Background: an optimization exercise with open tools, aiming at small area, a short achievable clock period and few clock cycles per item. Do not read the settings as production practice.
At most, simulation tests tie the RTL to the original design; equivalence was not proved.
No activity file was given, so power comes from the tool's default toggle rates.

==> flow/design.v (excerpt) <==
module bodega_tx (
    input  wire        clk,
    input  wire        rst,
    input  wire        req_valid,
    input  wire [31:0] req_word,
    output wire        req_ready,
    input  wire [11:0] rd_addr,
    output reg  [15:0] rd_data
);
    localparam [3:0] OP_BIND = 4'h7, OP_QUERY = 4'h8, OP_TARGET = 4'h9,
                     OP_SETP = 4'hA, OP_SET = 4'hB;
    function [7:0] clamp8;
        input [15:0] x;
        reg       inc;
        reg [7:0] s;
        begin
            inc = x[3] & (~x[15] | (|x[2:0]));
            s   = x[11:4] + {7'd0, inc};
            if (x[15])
                clamp8 = (x[14:11] != 4'hF) ? 8'h80 : s;
            else
                clamp8 = ((x[14:11] != 4'h0) || s[7]) ? 8'h7F : s;
        end
    endfunction
    reg [6:0]  p0;
    reg [15:0] p [1:15];
    reg        tx_err, bad_op;
    reg [12:0] tx_ck;              
    reg        k_bq, k_tgt, k_set, k_dual, lenok;
    reg        s_lock;             
    reg        s_power, s_run, s_unitf;
    reg [1:0]  s_bsaver;
    reg [7:0]  s_c1, s_c2, s_c3, s_c4, s_c5, s_c6, s_c7, s_c8, s_c9,
               s_c10, s_c11, s_c12, s_c13, s_c14, s_c15;    
    assign req_ready = 1'b1;
    wire       accept = req_valid;
    wire [3:0] op     = req_word[31:28];
    wire       is_set = accept && op == OP_SET;
    wire       set_ok = is_set && p0[4:3] != 2'd3;
    wire       is_tgt = accept && op == OP_TARGET;
  ...
export LEC_CHECK = 0
export CAP_MARGIN = 0
export CORE_MARGIN = 2
export CORE_UTILIZATION = 40
export SETUP_SLACK_MARGIN = 5
export SLEW_MARGIN = 0
create_clock -name core_clock -period 12.0 [get_ports {clk}]
standard.sh (not shown) runs the stock make flow with config.mk's settings and CLKGATE_MAP_FILE= SYNTH_SCRIPT=/design/flow/synth_recipe.tcl, a recipe that flattens the netlist after the stock synthesis.
==> flow/flow/run.sh <==
#!/bin/bash
# Own layout flow: the standard flow (standard.sh) with two changes,
#  - the port buffers are plain buf_2 cells (the default choice here is a
#    delay cell, clkdlybuf4s50_1, that timing repair cannot resize away),
#  - clock tree synthesis inserts no dummy loads.
# Synthesis is the standard one, run unchanged. Each step's full output
# goes to a log file in the work folder.
set -euo pipefail
bash standard.sh synth > flow_synth.log 2>&1
bash standard.sh \
  "BUFFER_PORTS_ARGS=-buffer_cell sky130_fd_sc_hd__buf_2" \
  "CTS_ARGS=-sink_clustering_enable -repair_clock_nets -dont_use_dummy_load -sink_clustering_size 30 -sink_clustering_max_diameter 80" \
  finish > flow_layout.log 2>&1
Testbench counts at the start, summed over its fixed seeds: cycles 3,588, frames 918.
Next try:
--- a/flow/design.v
+++ b/flow/design.v
@@ -3,31 +3,30 @@
     input  wire        rst,
     input  wire        req_valid,
     input  wire [31:0] req_word,
     output wire        req_ready,
     input  wire [11:0] rd_addr,
     output reg  [15:0] rd_data
 );
     localparam [3:0] OP_BIND = 4'h7, OP_QUERY = 4'h8, OP_TARGET = 4'h9,
                      OP_SETP = 4'hA, OP_SET = 4'hB;
     function [7:0] clamp8;
         input [15:0] x;
-        reg       inc;
-        reg [7:0] s;
+        reg       inc, c7, sat_p, sat_n;
+        reg [6:0] y;
         begin
-            inc = x[3] & (~x[15] | (|x[2:0]));
-            s   = x[11:4] + {7'd0, inc};
-            if (x[15])
-                clamp8 = (x[14:11] != 4'hF) ? 8'h80 : s;
-            else
-                clamp8 = ((x[14:11] != 4'h0) || s[7]) ? 8'h7F : s;
+            inc   = x[3] & (~x[15] | (|x[2:0]));
+            {c7, y} = {1'b0, x[10:4]} + {7'd0, inc};
+            sat_p = ~x[15] & ((x[14:11] != 4'h0) | c7);
+            sat_n = x[15] & (x[14:11] != 4'hF);
+            clamp8 = {x[15] & (sat_n | ~c7), sat_p ? 7'h7F : sat_n ? 7'h00 : y};
         end
     endfunction
     reg [6:0]  p0;
     reg [15:0] p [1:15];
     reg        tx_err, bad_op;
     reg [12:0] tx_ck;              
     reg        k_bq, k_tgt, k_set, k_dual, lenok;
     reg        s_lock;             
     reg        s_power, s_run, s_unitf;
     reg [1:0]  s_bsaver;
     reg [7:0]  s_c1, s_c2, s_c3, s_c4, s_c5, s_c6, s_c7, s_c8, s_c9,
@@ -184,28 +183,23 @@
         5'd19: byte_at = k_dual ? 8'h00 : ck[7:0];
         5'd21: byte_at = s_c11;
         5'd22: byte_at = s_c12;
         5'd23: byte_at = s_c13;
         5'd24: byte_at = s_c14;
         5'd25: byte_at = s_c15;
         5'd29: byte_at = ck[15:8];
         5'd30: byte_at = ck[7:0];
         default: byte_at = 8'h00;
         endcase
     end
-    always @(*) begin
-        rd_data = 16'd0;
-        if (rd_addr[11:9] == 3'b100) begin
-            if (rd_addr[8:5] == 4'd0 && b < len5)
-                rd_data = {8'd0, byte_at};
-        end else if (rd_addr[11:4] == 8'h02) begin
-            rd_data = (rd_addr[3:0] == 4'd0) ? {9'd0, p0} : p[rd_addr[3:0]];
-        end else begin
-            case (rd_addr)
-            12'h000: rd_data = {6'd0, bad_op, tx_err, 1'b0, tx_err, 6'd0};
-            12'h003: rd_data = {11'd0, len5};
-            12'h005: rd_data = ck;
-            default: rd_data = 16'd0;
-            endcase
-        end
+    wire        rg_t = rd_addr[11:5] == 7'b1000000;
+    wire        rg_p = rd_addr[11:4] == 8'h02;
+    wire [15:0] pm   = (rd_addr[3:0] == 4'd0) ? {9'd0, p0} : p[rd_addr[3:0]];
+    wire [7:0]  tm   = (b < len5) ? byte_at : 8'h00;
+    always @(*) begin
+        rd_data = ({16{rg_t}} & {8'd0, tm})
+                | ({16{rg_p}} & pm)
+                | ({16{rd_addr == 12'h000}} & {6'd0, bad_op, tx_err, 1'b0, tx_err, 6'd0})
+                | ({16{rd_addr == 12'h003}} & {11'd0, len5})
+                | ({16{rd_addr == 12'h005}} & ck);
     end
 endmodule
Result: The new run completed with no timing, DRC or antenna violations. Utilization came out lower by 0.34 points. Sequential power hardly moves. Hold slack gets worse by 0.0051 ns. Global-route usage came out lower by 1.0 points. Via count came out lower by a few percent. Synthesized cell count came out lower slightly. Non-clock buffer count came out lower by 6. Cell count came out lower slightly. Total power came out lower by a few percent. Setup slack gets worse by 0.099 ns. Flip-flop and latch count does not change. Maximum frequency came out lower slightly.
Testbench counts after the change, summed over its fixed seeds: cycles 3,588, frames 918.

The RTL this note starts from:
==> flow/design.v <==
module bodega_tx (
    input  wire        clk,
    input  wire        rst,
    input  wire        req_valid,
    input  wire [31:0] req_word,
    output wire        req_ready,
    input  wire [11:0] rd_addr,
    output reg  [15:0] rd_data
);
    localparam [3:0] OP_BIND = 4'h7, OP_QUERY = 4'h8, OP_TARGET = 4'h9,
                     OP_SETP = 4'hA, OP_SET = 4'hB;
    function [7:0] clamp8;
        input [15:0] x;
        reg       inc;
        reg [7:0] s;
        begin
            inc = x[3] & (~x[15] | (|x[2:0]));
            s   = x[11:4] + {7'd0, inc};
            if (x[15])
                clamp8 = (x[14:11] != 4'hF) ? 8'h80 : s;
            else
                clamp8 = ((x[14:11] != 4'h0) || s[7]) ? 8'h7F : s;
        end
    endfunction
    reg [6:0]  p0;
    reg [15:0] p [1:15];
    reg        tx_err, bad_op;
    reg [12:0] tx_ck;              
    reg        k_bq, k_tgt, k_set, k_dual, lenok;
    reg        s_lock;             
    reg        s_power, s_run, s_unitf;
    reg [1:0]  s_bsaver;
    reg [7:0]  s_c1, s_c2, s_c3, s_c4, s_c5, s_c6, s_c7, s_c8, s_c9,
               s_c10, s_c11, s_c12, s_c13, s_c14, s_c15;    
    assign req_ready = 1'b1;
    wire       accept = req_valid;
    wire [3:0] op     = req_word[31:28];
    wire       is_set = accept && op == OP_SET;
    wire       set_ok = is_set && p0[4:3] != 2'd3;
    wire       is_tgt = accept && op == OP_TARGET;
    wire       is_bq  = accept && (op == OP_BIND || op == OP_QUERY);
    wire       build  = set_ok || is_tgt || is_bq;
    wire        is_setp = accept && op == OP_SETP;
    wire [15:0] wdata   = rst ? 16'd0 : req_word[15:0];
    integer j;
    always @(posedge clk) begin
        if (rst || (is_setp && req_word[19:16] == 4'd0))
            p0 <= wdata[6:0];
        for (j = 1; j < 16; j = j + 1)
            if (rst || (is_setp && req_word[19:16] == j))
                p[j] <= wdata;
    end
    always @(posedge clk) begin
        if (rst) begin
            tx_err <= 1'b0;
            bad_op <= 1'b0;
            k_bq   <= 1'b0;
            k_tgt  <= 1'b0;
            k_set  <= 1'b0;
            lenok  <= 1'b0;
        end else if (accept) begin
            bad_op <= (op >= 4'hC);
            if (build) begin
                k_bq   <= is_bq;
                k_tgt  <= is_tgt;
                k_set  <= set_ok;
                lenok  <= 1'b1;
                tx_err <= 1'b0;
            end else if (is_set) begin
                lenok  <= 1'b0;
                tx_err <= 1'b1;
            end
        end
    end
    wire [7:0] cl1 = clamp8(p[1]),   cl2 = clamp8(p[2]),   cl3 = clamp8(p[3]),
               cl4 = clamp8(p[4]),   cl5 = p[5][7:0],      cl6 = clamp8(p[6]),
               cl7 = clamp8(p[7]),   cl8 = clamp8(p[8]),   cl9 = clamp8(p[9]),
               cl10 = clamp8(p[10]), cl11 = clamp8(p[11]), cl12 = clamp8(p[12]),
               cl13 = clamp8(p[13]), cl14 = clamp8(p[14]), cl15 = clamp8(p[15]);
    wire       op_tgt = op == OP_TARGET;
    wire       op_bq  = op == OP_BIND || op == OP_QUERY;
    wire       lock_d = op_tgt ? req_word[16] : op_bq ? op[3] : p0[0];
    wire [7:0] req_c  = clamp8(req_word[15:0]);
    reg  [11:0] sum_s;
    reg  [10:0] sum_d;
    wire [3:0]  idx = req_word[19:16];
    reg  [7:0]  old_c;
    always @(*) begin
        case (idx)
        4'd1:  old_c = cl1;
        4'd2:  old_c = cl2;
        4'd3:  old_c = cl3;
        4'd4:  old_c = cl4;
        4'd5:  old_c = cl5;
        4'd6:  old_c = cl6;
        4'd7:  old_c = cl7;
        4'd8:  old_c = cl8;
        4'd9:  old_c = cl9;
        4'd10: old_c = cl10;
        4'd11: old_c = cl11;
        4'd12: old_c = cl12;
        4'd13: old_c = cl13;
        4'd14: old_c = cl14;
        4'd15: old_c = cl15;
        default: old_c = 8'd0;
        endcase
    end
    wire [7:0]  new_c  = (idx == 4'd5) ? req_word[7:0] : req_c;
    wire        grp_d  = idx >= 4'd10;
    wire [11:0] sum_x  = grp_d ? {1'b0, sum_d} : sum_s;
    wire [11:0] sum_n  = sum_x + {4'd0, new_c} - {4'd0, old_c};
    always @(posedge clk) begin
        if (rst || (is_setp && idx != 4'd0 && !grp_d))
            sum_s <= rst ? 12'd0 : sum_n;
        if (rst || (is_setp && grp_d))
            sum_d <= rst ? 11'd0 : sum_n[10:0];
    end
    wire [12:0] set_ck = (p0[6] ? 13'h21A : 13'h20F) + p0[0] + p0[1] + p0[2] + p0[4:3] + p0[5]
                       + sum_s + (p0[6] ? sum_d : 11'd0);
    wire [12:0] tgt_ck = 13'h205 + {12'd0, req_word[16]} + {5'd0, req_c};
    wire [12:0] ck_next = op_tgt ? tgt_ck : op_bq ? {3'd0, op[3], {9{~op[3]}}} : set_ck;
    always @(posedge clk) begin
        if (rst || build)
            tx_ck <= rst ? 13'd0 : ck_next;
    end
    always @(posedge clk) begin
        if (is_tgt || is_bq || set_ok)
            s_lock <= lock_d;
        if (is_tgt || set_ok)
            s_c1 <= op_tgt ? req_c : cl1;
        if (set_ok) begin
            k_dual   <= p0[6];
            s_power  <= p0[1];
            s_run    <= p0[2];
            s_bsaver <= p0[4:3];
            s_unitf  <= p0[5];
            s_c2  <= cl2;
            s_c3  <= cl3;
            s_c4  <= cl4;
            s_c5  <= cl5;
            s_c6  <= cl6;
            s_c7  <= cl7;
            s_c8  <= cl8;
            s_c9  <= cl9;
            s_c10 <= cl10;
            s_c11 <= cl11;
            s_c12 <= cl12;
            s_c13 <= cl13;
            s_c14 <= cl14;
            s_c15 <= cl15;
        end
    end
    wire [15:0] ck = {3'd0, tx_ck};
    reg [4:0] len5;
    always @(*) begin
        if (!lenok)      len5 = 5'd0;
        else if (k_bq)   len5 = 5'd6;
        else if (k_tgt)  len5 = 5'd7;
        else if (k_dual) len5 = 5'd31;
        else             len5 = 5'd20;
    end
    wire [4:0] b = rd_addr[4:0];
    reg  [7:0] byte_at;
    always @(*) begin
        case (b)
        5'd0, 5'd1: byte_at = 8'hFE;
        5'd2:  byte_at = k_bq ? 8'h03 : k_tgt ? 8'h04 : k_dual ? 8'h1C : 8'h11;
        5'd3:  byte_at = k_set ? 8'h02 : k_tgt ? {6'd1, s_lock, ~s_lock} : {7'd0, s_lock};
        5'd4:  byte_at = k_bq ? ck[15:8] : k_tgt ? s_c1 : {7'd0, s_lock};
        5'd5:  byte_at = k_bq ? ck[7:0] : k_tgt ? ck[15:8] : {7'd0, s_power};
        5'd6:  byte_at = k_tgt ? ck[7:0] : {7'd0, s_run};
        5'd7:  byte_at = {6'd0, s_bsaver};
        5'd8:  byte_at = s_c1;
        5'd9:  byte_at = s_c2;
        5'd10: byte_at = s_c3;
        5'd11: byte_at = s_c4;
        5'd12: byte_at = s_c5;
        5'd13: byte_at = {7'd0, s_unitf};
        5'd14: byte_at = s_c6;
        5'd15: byte_at = s_c7;
        5'd16: byte_at = s_c8;
        5'd17: byte_at = s_c9;
        5'd18: byte_at = k_dual ? s_c10 : ck[15:8];
        5'd19: byte_at = k_dual ? 8'h00 : ck[7:0];
        5'd21: byte_at = s_c11;
        5'd22: byte_at = s_c12;
        5'd23: byte_at = s_c13;
        5'd24: byte_at = s_c14;
        5'd25: byte_at = s_c15;
        5'd29: byte_at = ck[15:8];
        5'd30: byte_at = ck[7:0];
        default: byte_at = 8'h00;
        endcase
    end
    always @(*) begin
        rd_data = 16'd0;
        if (rd_addr[11:9] == 3'b100) begin
            if (rd_addr[8:5] == 4'd0 && b < len5)
                rd_data = {8'd0, byte_at};
        end else if (rd_addr[11:4] == 8'h02) begin
            rd_data = (rd_addr[3:0] == 4'd0) ? {9'd0, p0} : p[rd_addr[3:0]];
        end else begin
            case (rd_addr)
            12'h000: rd_data = {6'd0, bad_op, tx_err, 1'b0, tx_err, 6'd0};
            12'h003: rd_data = {11'd0, len5};
            12'h005: rd_data = ck;
            default: rd_data = 16'd0;
            endcase
        end
    end
endmodule
export LEC_CHECK = 0
export CAP_MARGIN = 20
export CORE_MARGIN = 2
export CORE_UTILIZATION = 40
export SETUP_SLACK_MARGIN = 5
export SLEW_MARGIN = 20
create_clock -name core_clock -period 12.0 [get_ports {clk}]
Scripts as last shown in full above: flow/flow/run.sh
Testbench counts at the start, summed over its fixed seeds: cycles 3,588, frames 918.
Edit:
--- a/flow/design.v
+++ b/flow/design.v
@@ -8,21 +8,20 @@
     output reg  [15:0] rd_data
 );
     localparam [3:0] OP_BIND = 4'h7, OP_QUERY = 4'h8, OP_TARGET = 4'h9,
                      OP_SETP = 4'hA, OP_SET = 4'hB;
     function [7:0] clamp8;
         input [15:0] x;
-        reg       inc;
-        reg [7:0] s;
+        reg       inc, c7, sat_p, sat_n;
+        reg [6:0] y;
         begin
-            inc = x[3] & (~x[15] | (|x[2:0]));
-            s   = x[11:4] + {7'd0, inc};
-            if (x[15])
-                clamp8 = (x[14:11] != 4'hF) ? 8'h80 : s;
-            else
-                clamp8 = ((x[14:11] != 4'h0) || s[7]) ? 8'h7F : s;
+            inc   = x[3] & (~x[15] | (|x[2:0]));
+            {c7, y} = {1'b0, x[10:4]} + {7'd0, inc};
+            sat_p = ~x[15] & ((x[14:11] != 4'h0) | c7);
+            sat_n = x[15] & (x[14:11] != 4'hF);
+            clamp8 = {x[15] & (sat_n | ~c7), sat_p ? 7'h7F : sat_n ? 7'h00 : y};
         end
     endfunction
     reg [6:0]  p0;
     reg [15:0] p [1:15];
     reg        tx_err, bad_op;
     reg [12:0] tx_ck;              
@@ -189,23 +188,29 @@
         5'd25: byte_at = s_c15;
         5'd29: byte_at = ck[15:8];
         5'd30: byte_at = ck[7:0];
         default: byte_at = 8'h00;
         endcase
     end
-    always @(*) begin
-        rd_data = 16'd0;
-        if (rd_addr[11:9] == 3'b100) begin
-            if (rd_addr[8:5] == 4'd0 && b < len5)
-                rd_data = {8'd0, byte_at};
-        end else if (rd_addr[11:4] == 8'h02) begin
-            rd_data = (rd_addr[3:0] == 4'd0) ? {9'd0, p0} : p[rd_addr[3:0]];
-        end else begin
-            case (rd_addr)
-            12'h000: rd_data = {6'd0, bad_op, tx_err, 1'b0, tx_err, 6'd0};
-            12'h003: rd_data = {11'd0, len5};
-            12'h005: rd_data = ck;
-            default: rd_data = 16'd0;
+    wire        rg_t = rd_addr[11:5] == 7'b1000000;
+    wire        rg_p = rd_addr[11:4] == 8'h02;
+    reg  [15:0] pq [0:3];
+    integer g;
+    always @(*) begin
+        for (g = 0; g < 4; g = g + 1)
+            case (rd_addr[1:0])
+            2'd0: pq[g] = (g == 0) ? {9'd0, p0} : p[4*g];
+            2'd1: pq[g] = p[4*g+1];
+            2'd2: pq[g] = p[4*g+2];
+            default: pq[g] = p[4*g+3];
             endcase
-        end
+    end
+    wire [15:0] pm = pq[rd_addr[3:2]];
+    wire [7:0]  tm   = (b < len5) ? byte_at : 8'h00;
+    always @(*) begin
+        rd_data = ({16{rg_t}} & {8'd0, tm})
+                | ({16{rg_p}} & pm)
+                | ({16{rd_addr == 12'h000}} & {6'd0, bad_op, tx_err, 1'b0, tx_err, 6'd0})
+                | ({16{rd_addr == 12'h003}} & {11'd0, len5})
+                | ({16{rd_addr == 12'h005}} & ck);
     end
 endmodule
What happened: Routed wire length is lower by 9.1%; count of clock-buffer cells in the layout drops by 3; die area rises by 1.7%; synthesized area went up by 1.7%; first-iteration DRC count drops by 10%; flip-flop and latch count is unchanged; maximum frequency is higher by 0.41%; worst hold slack is better by 0.0071 ns; total power goes down by 1.9%; via count went down by 4.9%.
The RTL of the second run of this note was laid out without a check of its function.

-- what the ideal ports hide --
Ports are ideal in the flow. The routed layouts listed here were re-timed in OpenROAD.
Step 1 assumes that a clkbuf_16 drives the clock port and a buf_2 every other input.
Step 2 also shifts input and output timing later by t, the mid clock arrival at the registers, as if the neighbouring blocks saw the same clock.
Slacks: no drivers / after step 1 / after step 2; pairs: no drivers / after step 1.
run	t, ns	slack for setup (ns)	hold WS [ns]	cell pins on the clock port's net
the first run of note 1	0.629	4.933 / 4.772 / 4.650	0.477 / 0.477 / 0.477	1
the second run of note 1	0.625	4.834 / 4.770 / 4.770	0.472 / 0.472 / 0.472	1
the first run of note 2	0.633	4.919 / 4.748 / 4.674	0.477 / 0.477 / 0.477	1
the second run of note 2	0.621	4.948 / 4.753 / 4.707	0.484 / 0.484 / 0.484	1
After both steps setup and hold are still met in every run listed. The setup slack of the first run of note 1, which loses most, moves by -0.161 ns with the drivers and by -0.283 ns with both steps.
